Source: an optimization exercise on an open RTL-to-GDS flow (aim: small area, a short achievable clock period and few clock cycles). Production flows keep margins and buffers that such runs may drop.
At most, simulation tests tie the RTL to the original design; equivalence was not proved.
No activity file was given, so power comes from the tool's default toggle rates.

==> inputs of amber <==
==> flow/design.v <==
`timescale 1ns/10ps
module pjv_madd (
    input  wire [15:0] pos,
    input  wire [15:0] jdm,
    input  wire [15:0] klen,
    input  wire [7:0]  jfreq,
    input  wire        run,
    input  wire        jd,
    input  wire        ji,
    input  wire        ph,
    input  wire        jmp,
    input  wire        cb,
    input  wire        jb,
    output wire [15:0] y,
    output wire        w
);
    wire [15:0] a   = (jd & ph) ? jdm : pos;
    wire [15:0] b   = (((jd & ph) | (run & jmp)) ? jdm : 16'd0) |
                      (((jd | ji) & ~ph) ? pos : 16'd0) |
                      ((ji & ph & jb) ? {8'd0, jfreq} : 16'd0);
    wire        cin = run | (jd & cb);
    wire [15:0] m   = ji ? 16'd255 : klen;
    wire [16:0] s = {1'b0, a} + {1'b0, b} + {16'd0, cin};
    wire [15:0] nm = ~m;
    wire [15:0] cs_x = a ^ b ^ nm;
    wire [15:0] cs_c = (a & b) | (a & nm) | (b & nm);
    wire [17:0] t = {2'b11, cs_x} + {1'b0, cs_c, 1'b1} + {17'd0, cin};
    assign w = ~t[17];
    assign y = w ? t[15:0] : s[15:0];
endmodule
module pjv_add8 (
    input  wire [7:0] a,
    input  wire [7:0] b,
    output wire [7:0] y
);
    assign y = a + b;
endmodule
module pjv_rdmux (
    input  wire [3:0]  addr,
    input  wire        kvalid,
    input  wire        ok,
    input  wire [3:0]  errsub,
    input  wire [31:0] erract,
    input  wire [31:0] kbuf_len,
    input  wire [31:0] dlen,
    input  wire [15:0] klen,
    input  wire [7:0]  jfreq,
    input  wire [23:0] jlen,
    output reg  [31:0] rdata
);
    localparam [3:0] R_STATUS = 4'd1, R_ERRCODE = 4'd2, R_ERRSUB = 4'd3,
                     R_ERREXP = 4'd4, R_ERRACT = 4'd5, R_KBUF_LEN = 4'd6,
                     R_DLEN = 4'd7, R_KLEN = 4'd8, R_JFREQ = 4'd9, R_JLEN = 4'd10;
    localparam [3:0] SUB_HEADER = 4'd1, SUB_LENGTH = 4'd3, SUB_TRUNCATED = 4'd4,
                     SUB_KEYLEN = 4'd5, SUB_BADCMD = 4'd7, SUB_DLEN = 4'd8;
    wire       err     = (errsub != 4'd0);
    wire [1:0] errcode = (errsub == SUB_BADCMD || errsub == SUB_DLEN) ? 2'd1 :
                         err ? 2'd2 : 2'd0;
    reg [16:0] errexp;
    always @(*) begin
        case (errsub)
            SUB_TRUNCATED: errexp = 17'd8;
            SUB_HEADER:    errexp = 17'hFF;
            SUB_LENGTH:    errexp = {1'b0, klen} + 17'd8;
            SUB_KEYLEN:    errexp = 17'd4;
            SUB_DLEN:      errexp = 17'd4096;
            default:       errexp = 17'd0;
        endcase
    end
    always @(*) begin
        case (addr)
            R_STATUS:   rdata = {29'd0, err, ok, kvalid};
            R_ERRCODE:  rdata = {30'd0, errcode};
            R_ERRSUB:   rdata = {28'd0, errsub};
            R_ERREXP:   rdata = {15'd0, errexp};
            R_ERRACT:   rdata = erract;
            R_KBUF_LEN: rdata = kbuf_len;
            R_DLEN:     rdata = dlen;
            R_KLEN:     rdata = kvalid ? {16'd0, klen} : 32'd0;
            R_JFREQ:    rdata = kvalid ? {24'd0, jfreq} : 32'd0;
            R_JLEN:     rdata = kvalid ? {8'd0, jlen} : 32'd0;
            default:    rdata = 32'd0;
        endcase
    end
endmodule
`timescale 1ns/10ps
module pjv_engine (
    input  wire        clk,
    input  wire        rst,
    input  wire        reg_we,
    input  wire [3:0]  reg_addr,
    input  wire [31:0] reg_wdata,
    output reg  [31:0] reg_rdata,
    input  wire        kbuf_wr,       
    output wire        busy,
    output wire        kmem_re,
    output wire [16:0] kmem_addr,
    input  wire [7:0]  kmem_rdata,
    output wire        dmem_re,
    output wire [11:0] dmem_raddr,
    input  wire [7:0]  dmem_rdata,
    output wire        dmem_we,
    output wire [11:0] dmem_waddr,
    output wire [7:0]  dmem_wdata
);
    localparam [3:0] R_CMD = 4'd0, R_STATUS = 4'd1, R_ERRCODE = 4'd2,
                     R_ERRSUB = 4'd3, R_ERREXP = 4'd4, R_ERRACT = 4'd5,
                     R_KBUF_LEN = 4'd6, R_DLEN = 4'd7, R_KLEN = 4'd8,
                     R_JFREQ = 4'd9, R_JLEN = 4'd10;
    localparam [3:0] SUB_HEADER = 4'd1, SUB_FINALIZER = 4'd2, SUB_LENGTH = 4'd3,
                     SUB_TRUNCATED = 4'd4, SUB_KEYLEN = 4'd5, SUB_NOKEY = 4'd6,
                     SUB_BADCMD = 4'd7, SUB_DLEN = 4'd8;
    reg st_idle;    
    reg st_kd;      
    reg st_jd;      
    reg st_ji;      
    reg st_js;      
    reg st_run;     
    reg        kvalid, ok;
    reg [3:0]  errsub;
    reg [31:0] erract, kbuf_len, dlen;
    reg [15:0] klen;
    reg [7:0]  jfreq;
    reg [23:0] jlen;
    reg [15:0] jdm;
    reg [3:0]  kc;          
    reg [5:0]  bc;          
    reg        cb;          
    reg        jb;          
    reg        dir;         
    reg [8:0]  jint;        
    reg [15:0] pos;         
    reg [8:0]  cnt;         
    reg        jmp;         
    reg        pol;         
    reg [11:0] wi;          
    reg        wl;          
    reg [3:0]  pass;        
    reg        vk;          
    reg        ks;          
    reg [7:0]  kreg;        
    reg        v1;          
    assign busy = ~st_idle;
    wire [16:0] klen8 = {1'b0, klen} + 17'd8;
    wire [31:0] rdata;
    pjv_rdmux u_rdmux (
        .addr     (reg_addr),
        .kvalid   (kvalid),
        .ok       (ok),
        .errsub   (errsub),
        .erract   (erract),
        .kbuf_len (kbuf_len),
        .dlen     (dlen),
        .klen     (klen),
        .jfreq    (jfreq),
        .jlen     (jlen),
        .rdata    (rdata)
    );
    always @(*) reg_rdata = rdata;
    wire        ph = ~bc[0];
    wire [15:0] ma_y;
    wire        ma_w;
    pjv_madd u_madd (
        .pos    (pos),
        .jdm    (jdm),
        .klen   (klen),
        .jfreq  (jfreq),
        .run    (st_run),
        .jd     (st_jd),
        .ji     (st_ji),
        .ph     (ph),
        .jmp    (jmp),
        .cb     (cb),
        .jb     (jb),
        .y      (ma_y),
        .w      (ma_w)
    );
    wire [11:0] nm1    = dlen[11:0] - 12'd1;         
    wire [11:0] ri     = wl ? 12'd0 : wi + 12'd1;    
    reg         n1;                                  
    wire        done   = wl && (pass == 4'd10);
    wire        issue  = st_run && !done && !(n1 && vk);
    wire        dexe   = vk && !done;
    pjv_add8 u_add8 (
        .a (dmem_rdata),
        .b (kreg),
        .y (dmem_wdata)
    );
    assign dmem_we    = v1;
    assign dmem_waddr = wi;
    assign dmem_raddr = ri;
    assign dmem_re    = dexe;
    wire        kd_lo   = st_kd && !kc[3] && (kc[2:0] != 3'd7);
    assign kmem_addr = kd_lo ? {14'd0, kc[2:0]} : ({1'b0, pos} + 17'd7);
    assign kmem_re   = issue | (st_kd && !kc[3]);
    wire [7:0]  kb = kmem_rdata;      
    task automatic finish(input [3:0] sub, input [31:0] act_v);
        begin
            ok      <= (sub == 4'd0);
            errsub  <= sub;
            erract  <= act_v;
            st_idle <= 1'b1;
            st_kd   <= 1'b0;
            st_jd   <= 1'b0;
            st_ji   <= 1'b0;
            st_js   <= 1'b0;
            st_run  <= 1'b0;
        end
    endtask
    always @(posedge clk) begin
        if (rst) begin
            st_idle  <= 1'b1;
            st_kd    <= 1'b0;
            st_jd    <= 1'b0;
            st_ji    <= 1'b0;
            st_js    <= 1'b0;
            st_run   <= 1'b0;
            kvalid   <= 1'b0;
            ok       <= 1'b0;
            errsub   <= 4'd0;
            erract   <= 32'd0;
            kbuf_len <= 32'd0;
            dlen     <= 32'd0;
            vk       <= 1'b0;
            v1       <= 1'b0;
        end else begin
            vk <= issue;
            v1 <= dexe;
            if (st_idle) begin
                if (kbuf_wr)
                    kvalid <= 1'b0;
                if (reg_we) begin
                    case (reg_addr)
                        R_KBUF_LEN: begin
                            kbuf_len <= reg_wdata;
                            kvalid   <= 1'b0;
                        end
                        R_DLEN: dlen <= reg_wdata;
                        R_CMD: begin
                            if (reg_wdata == 32'd1) begin
                                kvalid <= 1'b0;
                                if (kbuf_len < 32'd8)
                                    finish(SUB_TRUNCATED, kbuf_len);
                                else begin
                                    kc      <= 4'd0;
                                    st_idle <= 1'b0;
                                    st_kd   <= 1'b1;
                                end
                            end else if (reg_wdata == 32'd2 || reg_wdata == 32'd3) begin
                                dir <= reg_wdata[0];
                                if (!kvalid)
                                    finish(SUB_NOKEY, 32'd0);
                                else if (dlen > 32'd4096)
                                    finish(SUB_DLEN, dlen);
                                else begin
                                    jint    <= 9'd0;
                                    pos     <= 16'd0;
                                    bc      <= 6'd17;
                                    st_idle <= 1'b0;
                                    st_ji   <= 1'b1;
                                end
                            end else begin
                                finish(SUB_BADCMD, reg_wdata);
                            end
                        end
                        default: ;
                    endcase
                end
            end
            if (st_kd) begin
                kc <= kc + 4'd1;
                case (kc)
                    4'd1: if (kb != 8'hFF) finish(SUB_HEADER, {24'd0, kb});
                    4'd2: klen[15:8] <= kb;
                    4'd3: klen[7:0]  <= kb;
                    4'd4: begin
                        jfreq <= kb;
                        pos   <= klen;
                        if (kbuf_len != {15'd0, klen8})
                            finish(SUB_LENGTH, kbuf_len);
                        else if (klen < 16'd4)
                            finish(SUB_KEYLEN, {30'd0, kbuf_len[1:0]});   
                    end
                    4'd5: jlen[23:16] <= kb;
                    4'd6: jlen[15:8]  <= kb;
                    4'd7: jlen[7:0]   <= kb;
                    4'd8: begin
                        if (kb != 8'h00)
                            finish(SUB_FINALIZER, {24'd0, kb});
                        else begin
                            pos   <= 16'd0;
                            jdm   <= 16'd0;
                            cb    <= jlen[23];
                            bc    <= 6'd47;
                            st_kd <= 1'b0;
                            st_jd <= 1'b1;
                        end
                    end
                    default: ;
                endcase
            end
            if (st_jd) begin
                bc <= bc - 6'd1;
                if (!ph) begin
                    pos <= ma_y;
                    cb  <= ma_w;
                end else begin
                    jdm <= ma_y;
                    cb  <= (bc[5:1] == 5'd0) ? 1'b0 : jlen[bc[5:1] - 5'd1];
                    if (bc == 6'd0) begin
                        kvalid <= 1'b1;
                        finish(4'd0, 32'd0);
                    end
                end
            end
            if (st_ji) begin
                pos <= ma_y;
                if (!ph)
                    cb <= ma_w;
                else
                    jint <= {jint[7:0], cb ^ ma_w} + {7'd0, cb & ma_w, 1'b0};
                jb <= dlen[4 + bc[4:1]];
                bc <= bc - 6'd1;
                if (bc[4:0] == 5'd0) begin
                    st_ji <= 1'b0;
                    st_js <= 1'b1;
                end
            end
            if (st_js) begin
                if (jint < 9'd2) begin
                    jint <= 9'd2;
                    cnt  <= 9'd2;
                end else begin
                    cnt  <= jint;
                end
                jmp  <= 1'b0;
                pos  <= 16'd0;
                pol  <= 1'b0;
                wi   <= nm1;
                n1   <= (nm1 == 12'd0);
                wl   <= 1'b1;
                pass <= 4'd0;
                st_js <= 1'b0;
                if (dlen[12:0] == 13'd0)
                    finish(4'd0, 32'd0);
                else
                    st_run <= 1'b1;
            end
            if (dexe) begin
                kreg <= ks ? (8'd0 - kmem_rdata) : kmem_rdata;
                wi   <= ri;
                wl   <= (ri == nm1);
                if (wl)
                    pass <= pass + 4'd1;
            end
            if (issue) begin
                ks   <= (dir != pol);
                pos  <= ma_y;
                if (jmp) begin
                    cnt <= jint;
                    pol <= ~pol;
                end else begin
                    cnt <= cnt - 9'd1;
                end
                jmp <= !jmp && (cnt == 9'd2);
            end
            if (st_run && done)
                finish(4'd0, 32'd0);
        end
    end
endmodule
==> flow/run.sh <==
#!/bin/bash
# synth_recipe.tcl (not shown) runs the flow's synth.tcl, then flattens the netlist and writes it again
# the make line also repeats each setting of config.mk as NAME=value (left out here)
make -C /OpenROAD-flow-scripts/flow DESIGN_CONFIG=/design/flow/config.mk WORK_HOME=/design/flow/orfs CLKGATE_MAP_FILE= SYNTH_SCRIPT=/design/flow/synth_recipe.tcl finish
==> flow/config.mk <==
export PLATFORM = sky130hd
export DESIGN_NAME = pjv_engine
export DESIGN_NICKNAME = pjv_engine
export VERILOG_FILES = /design/flow/design.v
export SDC_FILE = /design/flow/constraint.sdc
export NUM_CORES = 4
export LEC_CHECK = 0
export CAP_MARGIN = 20
export CORE_MARGIN = 2
export CORE_UTILIZATION = 40
export SETUP_SLACK_MARGIN = 4.0
export SLEW_MARGIN = 20
export SYNTH_HIERARCHICAL = 1
export SYNTH_MINIMUM_KEEP_SIZE = 0
export TNS_END_PERCENT = 0
==> flow/constraint.sdc <==
create_clock -name core_clock -period 8.0 [get_ports {clk}]
set_input_delay 1.6000 -clock core_clock [delete_from_list [all_inputs] [get_ports {clk}]]
set_output_delay 1.6000 -clock core_clock [all_outputs]
set_load 0.01 [all_outputs]
==> juniper: changes against amber <==
--- a/flow/design.v
+++ b/flow/design.v
@@ -1,25 +1,12 @@
 `timescale 1ns/10ps
 module pjv_madd (
-    input  wire [15:0] pos,
-    input  wire [15:0] jdm,
-    input  wire [15:0] klen,
-    input  wire [7:0]  jfreq,
-    input  wire        run,
-    input  wire        jd,
-    input  wire        ji,
-    input  wire        ph,
-    input  wire        jmp,
-    input  wire        cb,
-    input  wire        jb,
+    input  wire [15:0] a,
+    input  wire [15:0] b,
+    input  wire        cin,
+    input  wire [15:0] m,
     output wire [15:0] y,
     output wire        w
 );
-    wire [15:0] a   = (jd & ph) ? jdm : pos;
-    wire [15:0] b   = (((jd & ph) | (run & jmp)) ? jdm : 16'd0) |
-                      (((jd | ji) & ~ph) ? pos : 16'd0) |
-                      ((ji & ph & jb) ? {8'd0, jfreq} : 16'd0);
-    wire        cin = run | (jd & cb);
-    wire [15:0] m   = ji ? 16'd255 : klen;
     wire [16:0] s = {1'b0, a} + {1'b0, b} + {16'd0, cin};
     wire [15:0] nm = ~m;
     wire [15:0] cs_x = a ^ b ^ nm;
@@ -28,61 +15,6 @@
     assign w = ~t[17];
     assign y = w ? t[15:0] : s[15:0];
 endmodule
-module pjv_add8 (
-    input  wire [7:0] a,
-    input  wire [7:0] b,
-    output wire [7:0] y
-);
-    assign y = a + b;
-endmodule
-module pjv_rdmux (
-    input  wire [3:0]  addr,
-    input  wire        kvalid,
-    input  wire        ok,
-    input  wire [3:0]  errsub,
-    input  wire [31:0] erract,
-    input  wire [31:0] kbuf_len,
-    input  wire [31:0] dlen,
-    input  wire [15:0] klen,
-    input  wire [7:0]  jfreq,
-    input  wire [23:0] jlen,
-    output reg  [31:0] rdata
-);
-    localparam [3:0] R_STATUS = 4'd1, R_ERRCODE = 4'd2, R_ERRSUB = 4'd3,
-                     R_ERREXP = 4'd4, R_ERRACT = 4'd5, R_KBUF_LEN = 4'd6,
-                     R_DLEN = 4'd7, R_KLEN = 4'd8, R_JFREQ = 4'd9, R_JLEN = 4'd10;
-    localparam [3:0] SUB_HEADER = 4'd1, SUB_LENGTH = 4'd3, SUB_TRUNCATED = 4'd4,
-                     SUB_KEYLEN = 4'd5, SUB_BADCMD = 4'd7, SUB_DLEN = 4'd8;
-    wire       err     = (errsub != 4'd0);
-    wire [1:0] errcode = (errsub == SUB_BADCMD || errsub == SUB_DLEN) ? 2'd1 :
-                         err ? 2'd2 : 2'd0;
-    reg [16:0] errexp;
-    always @(*) begin
-        case (errsub)
-            SUB_TRUNCATED: errexp = 17'd8;
-            SUB_HEADER:    errexp = 17'hFF;
-            SUB_LENGTH:    errexp = {1'b0, klen} + 17'd8;
-            SUB_KEYLEN:    errexp = 17'd4;
-            SUB_DLEN:      errexp = 17'd4096;
-            default:       errexp = 17'd0;
-        endcase
-    end
-    always @(*) begin
-        case (addr)
-            R_STATUS:   rdata = {29'd0, err, ok, kvalid};
-            R_ERRCODE:  rdata = {30'd0, errcode};
-            R_ERRSUB:   rdata = {28'd0, errsub};
-            R_ERREXP:   rdata = {15'd0, errexp};
-            R_ERRACT:   rdata = erract;
-            R_KBUF_LEN: rdata = kbuf_len;
-            R_DLEN:     rdata = dlen;
-            R_KLEN:     rdata = kvalid ? {16'd0, klen} : 32'd0;
-            R_JFREQ:    rdata = kvalid ? {24'd0, jfreq} : 32'd0;
-            R_JLEN:     rdata = kvalid ? {8'd0, jlen} : 32'd0;
-            default:    rdata = 32'd0;
-        endcase
-    end
-endmodule
 `timescale 1ns/10ps
 module pjv_engine (
     input  wire        clk,
@@ -136,60 +68,71 @@
     reg [11:0] wi;          
     reg        wl;          
     reg [3:0]  pass;        
-    reg        vk;          
-    reg        ks;          
-    reg [7:0]  kreg;        
     reg        v1;          
+    reg        sub1;        
     assign busy = ~st_idle;
-    wire [16:0] klen8 = {1'b0, klen} + 17'd8;
-    wire [31:0] rdata;
-    pjv_rdmux u_rdmux (
-        .addr     (reg_addr),
-        .kvalid   (kvalid),
-        .ok       (ok),
-        .errsub   (errsub),
-        .erract   (erract),
-        .kbuf_len (kbuf_len),
-        .dlen     (dlen),
-        .klen     (klen),
-        .jfreq    (jfreq),
-        .jlen     (jlen),
-        .rdata    (rdata)
-    );
-    always @(*) reg_rdata = rdata;
-    wire        ph = ~bc[0];
+    wire       err     = (errsub != 4'd0);
+    wire [1:0] errcode = (errsub == SUB_BADCMD || errsub == SUB_DLEN) ? 2'd1 :
+                         err ? 2'd2 : 2'd0;
+    wire [16:0] klen8  = {1'b0, klen} + 17'd8;
+    reg  [16:0] errexp;
+    always @(*) begin
+        case (errsub)
+            SUB_TRUNCATED: errexp = 17'd8;
+            SUB_HEADER:    errexp = 17'hFF;
+            SUB_LENGTH:    errexp = klen8;
+            SUB_KEYLEN:    errexp = 17'd4;
+            SUB_DLEN:      errexp = 17'd4096;
+            default:       errexp = 17'd0;
+        endcase
+    end
+    always @(*) begin
+        case (reg_addr)
+            R_STATUS:   reg_rdata = {29'd0, err, ok, kvalid};
+            R_ERRCODE:  reg_rdata = {30'd0, errcode};
+            R_ERRSUB:   reg_rdata = {28'd0, errsub};
+            R_ERREXP:   reg_rdata = {15'd0, errexp};
+            R_ERRACT:   reg_rdata = erract;
+            R_KBUF_LEN: reg_rdata = kbuf_len;
+            R_DLEN:     reg_rdata = dlen;
+            R_KLEN:     reg_rdata = kvalid ? {16'd0, klen} : 32'd0;
+            R_JFREQ:    reg_rdata = kvalid ? {24'd0, jfreq} : 32'd0;
+            R_JLEN:     reg_rdata = kvalid ? {8'd0, jlen} : 32'd0;
+            default:    reg_rdata = 32'd0;
+        endcase
+    end
+    wire        ph     = ~bc[0];
+    wire        jd_odd = st_jd & ph;
+    wire        jd_evn = st_jd & ~ph;
+    wire        ji_evn = st_ji & ~ph;
+    wire        ji_odd = st_ji & ph;
+    wire [15:0] ma_a   = jd_odd ? jdm : pos;
+    wire [15:0] ma_b   = ((jd_odd | (st_run & jmp)) ? jdm : 16'd0) |
+                         ((jd_evn | ji_evn) ? pos : 16'd0) |
+                         ((ji_odd & jb) ? {8'd0, jfreq} : 16'd0);
+    wire        ma_cin = st_run | (st_jd & cb);
+    wire [15:0] ma_m   = st_ji ? 16'd255 : klen;
     wire [15:0] ma_y;
     wire        ma_w;
     pjv_madd u_madd (
-        .pos    (pos),
-        .jdm    (jdm),
-        .klen   (klen),
-        .jfreq  (jfreq),
-        .run    (st_run),
-        .jd     (st_jd),
-        .ji     (st_ji),
-        .ph     (ph),
-        .jmp    (jmp),
-        .cb     (cb),
-        .jb     (jb),
-        .y      (ma_y),
-        .w      (ma_w)
+        .a   (ma_a),
+        .b   (ma_b),
+        .cin (ma_cin),
+        .m   (ma_m),
+        .y   (ma_y),
+        .w   (ma_w)
     );
     wire [11:0] nm1    = dlen[11:0] - 12'd1;         
     wire [11:0] ri     = wl ? 12'd0 : wi + 12'd1;    
     reg         n1;                                  
     wire        done   = wl && (pass == 4'd10);
-    wire        issue  = st_run && !done && !(n1 && vk);
-    wire        dexe   = vk && !done;
-    pjv_add8 u_add8 (
-        .a (dmem_rdata),
-        .b (kreg),
-        .y (dmem_wdata)
-    );
+    wire        issue  = st_run && !done && !(n1 && v1);
+    wire [7:0]  kx = sub1 ? ~kmem_rdata : kmem_rdata;
+    assign dmem_wdata = dmem_rdata + kx + {7'd0, sub1};
     assign dmem_we    = v1;
     assign dmem_waddr = wi;
     assign dmem_raddr = ri;
-    assign dmem_re    = dexe;
+    assign dmem_re    = issue;
     wire        kd_lo   = st_kd && !kc[3] && (kc[2:0] != 3'd7);
     assign kmem_addr = kd_lo ? {14'd0, kc[2:0]} : ({1'b0, pos} + 17'd7);
     assign kmem_re   = issue | (st_kd && !kc[3]);
@@ -221,11 +164,9 @@
             erract   <= 32'd0;
             kbuf_len <= 32'd0;
             dlen     <= 32'd0;
-            vk       <= 1'b0;
             v1       <= 1'b0;
         end else begin
-            vk <= issue;
-            v1 <= dexe;
+            v1 <= issue;
             if (st_idle) begin
                 if (kbuf_wr)
                     kvalid <= 1'b0;
@@ -346,15 +287,12 @@
                 else
                     st_run <= 1'b1;
             end
-            if (dexe) begin
-                kreg <= ks ? (8'd0 - kmem_rdata) : kmem_rdata;
+            if (issue) begin
+                sub1 <= (dir != pol);
                 wi   <= ri;
                 wl   <= (ri == nm1);
                 if (wl)
                     pass <= pass + 4'd1;
-            end
-            if (issue) begin
-                ks   <= (dir != pol);
                 pos  <= ma_y;
                 if (jmp) begin
                     cnt <= jint;
==> flow/flow/run.sh (new file) <==
#!/bin/bash
# Standard ORFS layout, with plain buffers (not delay cells) on the ports.
set -euo pipefail
export BUFFER_PORTS_ARGS="-buffer_cell sky130_fd_sc_hd__buf_2"
bash standard.sh > standard.log 2>&1
==> flow/standard.sh (new file) <==
#!/bin/bash
# synth_recipe.tcl (not shown) runs the flow's synth.tcl, then flattens the netlist and writes it again
# the make line also repeats each setting of config.mk as NAME=value (left out here)
make -C /OpenROAD-flow-scripts/flow DESIGN_CONFIG=/design/flow/config.mk WORK_HOME=/design/flow/orfs CLKGATE_MAP_FILE= SYNTH_SCRIPT=/design/flow/synth_recipe.tcl "${@:-finish}"
--- a/flow/config.mk
+++ b/flow/config.mk
@@ -10,6 +10,4 @@
 export CORE_UTILIZATION = 40
 export SETUP_SLACK_MARGIN = 4.0
 export SLEW_MARGIN = 20
-export SYNTH_HIERARCHICAL = 1
-export SYNTH_MINIMUM_KEEP_SIZE = 0
 export TNS_END_PERCENT = 0
removed: flow/run.sh
==> comparison table <==
                                                                                 juniper                      amber
Launch point of the worst hold path                                dlen[29]$_SDFFE_PP0P_  kbuf_len[21]$_SDFFE_PP0P_
Insertion delay of the later-clocked pin in the worst-skew pair                  0.60 ns                    0.59 ns
Slew @ Worst Pin                                                                 1.07 ns                    1.12 ns
Register bit count reported by yosys                                                 241                        250
Number of synthesis warnings                                                           1                          8
Final sequential cell count                                                          241                        250
First-pass GRT wire length                                                      95000 µm                  106000 µm
Area enclosed by the die boundary                                              44900 µm²                  48800 µm²
Run status                                                       complete, no violations    complete, no violations
Complex-gate fraction of the synthesized area                                      20.9%                      21.6%
Mean Syn Cell Area                                                              8.37 µm²                   8.38 µm²
Initial antenna violation count                                                        0                          1
Global-route met3 utilization                                                      3.62%                      3.28%
Leading power group                                                     sequential cells                      clock
Worst VDD drop                                                                    171 µV                     155 µV
Testbench counts of juniper, summed over its fixed seeds: cycles 301,670.
For amber, only the layout was checked, not whether the RTL still works.

==> separate check: timing with driven ports <==
In the flow no input, the clock included, has a driving cell. The finished layouts below were timed again as built, in two steps.
Step 1: set_driving_cell puts a clkbuf_16 on clk and a buf_2 on each other input, an assumption about the parent block.
Step 2 adds t to the input delays and takes it off the output delays; t is the mean of the earliest and latest rising clock arrival at the registers after step 1. Input paths then give back, and output paths get back, about the clock's delay inside the block.
Slacks: ideal ports / drivers / drivers and shift; pairs: ideal ports / drivers.
run | shift t [ns] | slack for setup (ns) | worst setup path at the end | latest minus earliest clock arrival (ns) | slew at the worst register clock pin (ns)
amber | 0.637 | 3.019 / 2.956 / 2.870 | input to register | 0.019 / 0.019 | 0.07 / 0.07
juniper | 0.648 | 3.141 / 3.092 / 2.734 | input to register | 0.024 / 0.024 | 0.07 / 0.07
After both steps every run listed still meets setup and hold. For juniper, which loses most, drivers alone change the setup slack by -0.049 ns; drivers and shift together by -0.407 ns.
